From an optimization exercise on the open Yosys and OpenROAD flow, aimed at small area, a short achievable clock period and few clock cycles per item; shortcuts taken in it are not production practice.
Where RTL was checked, it was by simulation tests only, not by an equivalence proof against the original.
Power is estimated from default activity; no workload was simulated.

Design ad983x_core, start of the top module:
module ad983x_core (
    input  wire        clk,
    input  wire        rst,                 
    input  wire        cmd_valid,
    output reg         cmd_ready,
    input  wire [63:0] cmd,
    output reg         res_valid,
    output reg  [3:0]  res_code,
    output reg  [7:0]  res_err,
    output reg         sel_n,
    output reg         rst_line,
    output reg         xfer_req,
    output reg  [15:0] xfer_word,
    input  wire        xfer_ack,
    input  wire        xfer_fail,
    input  wire [7:0]  xfer_code
);
Settings: LEC_CHECK=0, CAP_MARGIN=20, CORE_MARGIN=2, CORE_UTILIZATION=60, CTS_BUF_LIST=sky130_fd_sc_hd__clkbuf_4 sky130_fd_sc_hd__clkbuf_8, SLEW_MARGIN=20; clock period 10.0 ns.
standard.sh (not shown) runs the stock make flow with config.mk's settings and CLKGATE_MAP_FILE= SYNTH_SCRIPT=/design/flow/synth_recipe.tcl, a recipe that flattens the netlist after the stock synthesis.
==> flow/flow/run.sh <==
#!/bin/bash
# Standard layout, with timing repair aiming further below the clock period
# and plain buffers on the ports.
set -euo pipefail
export SETUP_SLACK_MARGIN=7.2
export BUFFER_PORTS_ARGS="-buffer_cell sky130_fd_sc_hd__buf_1"
bash standard.sh > standard_flow.log 2>&1
The starting point completed without violations.
Rerun with:
--- a/flow/flow/run.sh
+++ b/flow/flow/run.sh
@@ -5 +5 @@
-export SETUP_SLACK_MARGIN=7.2
+export SETUP_SLACK_MARGIN=7.0
- CORE_UTILIZATION: 60 -> 65
What happened: Worst hold slack is about the same; clock skew stays flat; power went down by roughly a tenth; design area goes down by roughly a tenth; utilization goes down by 1.6 points.
Function was not checked in any run of this note: the RTL went through the layout flow alone.

ad983x_core, a different RTL version from the one above (not shown whole).
For scale: ~1100 cells after synthesis, roughly 160 flip-flops.
// ad983x_core
module ad983x_core (
    input  wire        clk,
    input  wire        rst,                 
    input  wire        cmd_valid,
    output reg         cmd_ready,
    input  wire [63:0] cmd,
    output reg         res_valid,
    output reg  [3:0]  res_code,
    output reg  [7:0]  res_err,
    output reg         sel_n,
    output reg         rst_line,
    output reg         xfer_req,
    output reg  [15:0] xfer_word,
    input  wire        xfer_ack,
    input  wire        xfer_fail,
    input  wire [7:0]  xfer_code
);
clock: 10.0 ns
lec_check: 0
abc_clock_period_in_ps: 3000
cap_margin: 20
core_margin: 2
core_utilization: 40
setup_slack_margin: 5
slew_margin: 20
run.sh (not shown) runs the stock make flow with config.mk's settings and CLKGATE_MAP_FILE= SYNTH_SCRIPT=/design/flow/synth_recipe.tcl, a recipe that flattens the netlist after the stock synthesis.
Stock flow here: none of the scripts above is used.
Testbench counts at the start, summed over its fixed seeds: cycles 68,817, commands 3,208.
Next try:
ABC_CLOCK_PERIOD_IN_PS = default   (was 3000)
SETUP_SLACK_MARGIN = default   (was 5)
Total power is higher by 0.92%.
Hold slack stays flat.
Area after synthesis stays the same.
Next try:
SETUP_SLACK_MARGIN = 5   (was default)
What happened:
- The new run went through all stages and came out clean
- sequential power barely changes
- cell count increases by 0.46%
- sequential share of layout area decreases by 0.40 points
- global-route usage stays flat
- clock skew decreases by 0.0072 ns
- sequential cell count is unchanged
- cell area increases by 1.1%
- synthesized area stays the same
- first-iteration DRC count decreases by 5.2%
- worst setup slack gains 1.3 ns

## v22
ad983x_core, a different RTL version from the one above (not shown whole).
Size in the first run: ~1100 cells after synthesis, ~180 flip-flops, roughly 0.010 mm^2 of cells after synthesis.
==> flow/config.mk <==
export PLATFORM = sky130hd
export DESIGN_NAME = ad983x_core
export DESIGN_NICKNAME = ad983x_core
export VERILOG_FILES = /design/flow/design.v
export SDC_FILE = /design/flow/constraint.sdc
export NUM_CORES = 4
export LEC_CHECK = 0
export CAP_MARGIN = 20
export CORE_MARGIN = 2
export CORE_UTILIZATION = 65
export CTS_BUF_LIST = sky130_fd_sc_hd__clkbuf_4 sky130_fd_sc_hd__clkbuf_8
export SLEW_MARGIN = 20
==> flow/constraint.sdc <==
create_clock -name core_clock -period 10.0 [get_ports {clk}]
set_input_delay 2.0000 -clock core_clock [delete_from_list [all_inputs] [get_ports {clk}]]
set_output_delay 2.0000 -clock core_clock [all_outputs]
set_load 0.01 [all_outputs]
standard.sh (not shown) runs the stock make flow with config.mk's settings and CLKGATE_MAP_FILE= SYNTH_SCRIPT=/design/flow/synth_recipe.tcl, a recipe that flattens the netlist after the stock synthesis.
==> flow/flow/run.sh <==
#!/bin/bash
# Standard layout, with timing repair aiming further below the clock period
# and plain buffers on the ports.
set -euo pipefail
export SETUP_SLACK_MARGIN=6.8
export BUFFER_PORTS_ARGS="-buffer_cell sky130_fd_sc_hd__buf_1"
bash standard.sh > standard_flow.log 2>&1
Testbench counts of v22, summed over its fixed seeds: cycles 64,969, commands 3,208.
diff inputs: v22 => v36
Settings: changing SLEW_MARGIN from 20 to 5; changing CAP_MARGIN from 20 to 5.
-- flow/flow/run.sh --
<<< v22, line 4
set -euo pipefail
export SETUP_SLACK_MARGIN=6.8
export BUFFER_PORTS_ARGS="-buffer_cell sky130_fd_sc_hd__buf_1"
>>> v36, line 4
set -euo pipefail
export SETUP_SLACK_MARGIN=7.0
export BUFFER_PORTS_ARGS="-buffer_cell sky130_fd_sc_hd__buf_1"
Notes after the runs:
- Across both runs, slew at the pin closest to its max-slew limit was higher for v36 than for v22.
- NOTE wire length of the first global-routing pass v22->v36 increased by a few percent
- v36 reports its critical path startpoint as xfer_word[12]$_DFFE_PN_ while v22 reports cmd_valid.
- Compared with v22, v36 has extra setup slack.
- Taking v22 as the reference, in v36 combinational share of power grew by 3.4 points, cell area grew by 3.4%.
> inputs changed (v36 -> v32)
Settings: CORE_UTILIZATION changed from 65 to 72; SLEW_MARGIN changed from 5 to 20; CAP_MARGIN changed from 5 to 20.
## What came out
v32 ran to completion and came out clean on the timing, DRC and antenna checks.
Number of buffers added for setup after CTS came out higher on v32 than on v36.
Combinational cell fraction of total power was lower in the run labelled v32.
Of the two values seen for critical setup path kind, reg2reg was produced by v32 and reg2out by v36.
Per the comparison of v32 with v36, period utilization shows an increase of 1.2 points; met3 layer usage reported by global route shows an increase of 3.8 points; area of all placed cells without fillers shows an increase of about 0.5%; sequential share of power shows a reduction of 0.8 points; ratio of routed vias to standard cells shows an increase of 7.1%.
Switching power total (higher): v32
Cmp v32 and v36 / global-route usage / higher: v32

==> separate check: timing with driven ports <==
No port has a modelled driver above. Below, the same layouts with a new extraction and two added sets of constraints. Step 1, drivers: a clkbuf_16 drives clk and a buf_2 each remaining input, both assumed. Step 2 adds t to the input delays and takes it off the output delays; t is the mean of the earliest and latest rising clock arrival at the registers after step 1. Input paths then give back, and output paths get back, about the clock's delay inside the block. Three values: no drivers, after step 1, after step 2; two values: the first two.
run | shift t [ns] | setup slack, ns | worst setup path at the end
the first run of note 1 | 0.553 | 6.690 / 6.690 / 6.299 | input to register
the second run of note 1 | 0.530 | 6.901 / 6.888 / 6.378 | input to register
the first run of note 2 | 0.468 | 5.125 / 5.139 / 4.672 | input to register
the second run of note 2 | 0.471 | 3.841 / 3.866 / 3.395 | input to register
the third run of note 2 | 0.468 | 5.125 / 5.139 / 4.672 | input to register
v22 | 0.504 | 6.889 / 6.857 / 6.404 | input to register
v36 | 0.512 | 6.923 / 6.880 / 6.577 | input to register
v32 | 0.517 | 6.806 / 6.806 / 6.492 | input to register
After both steps every run listed still meets setup and hold. For the second run of note 1, which loses most, drivers alone change the setup slack by -0.013 ns; drivers and shift together by -0.523 ns.
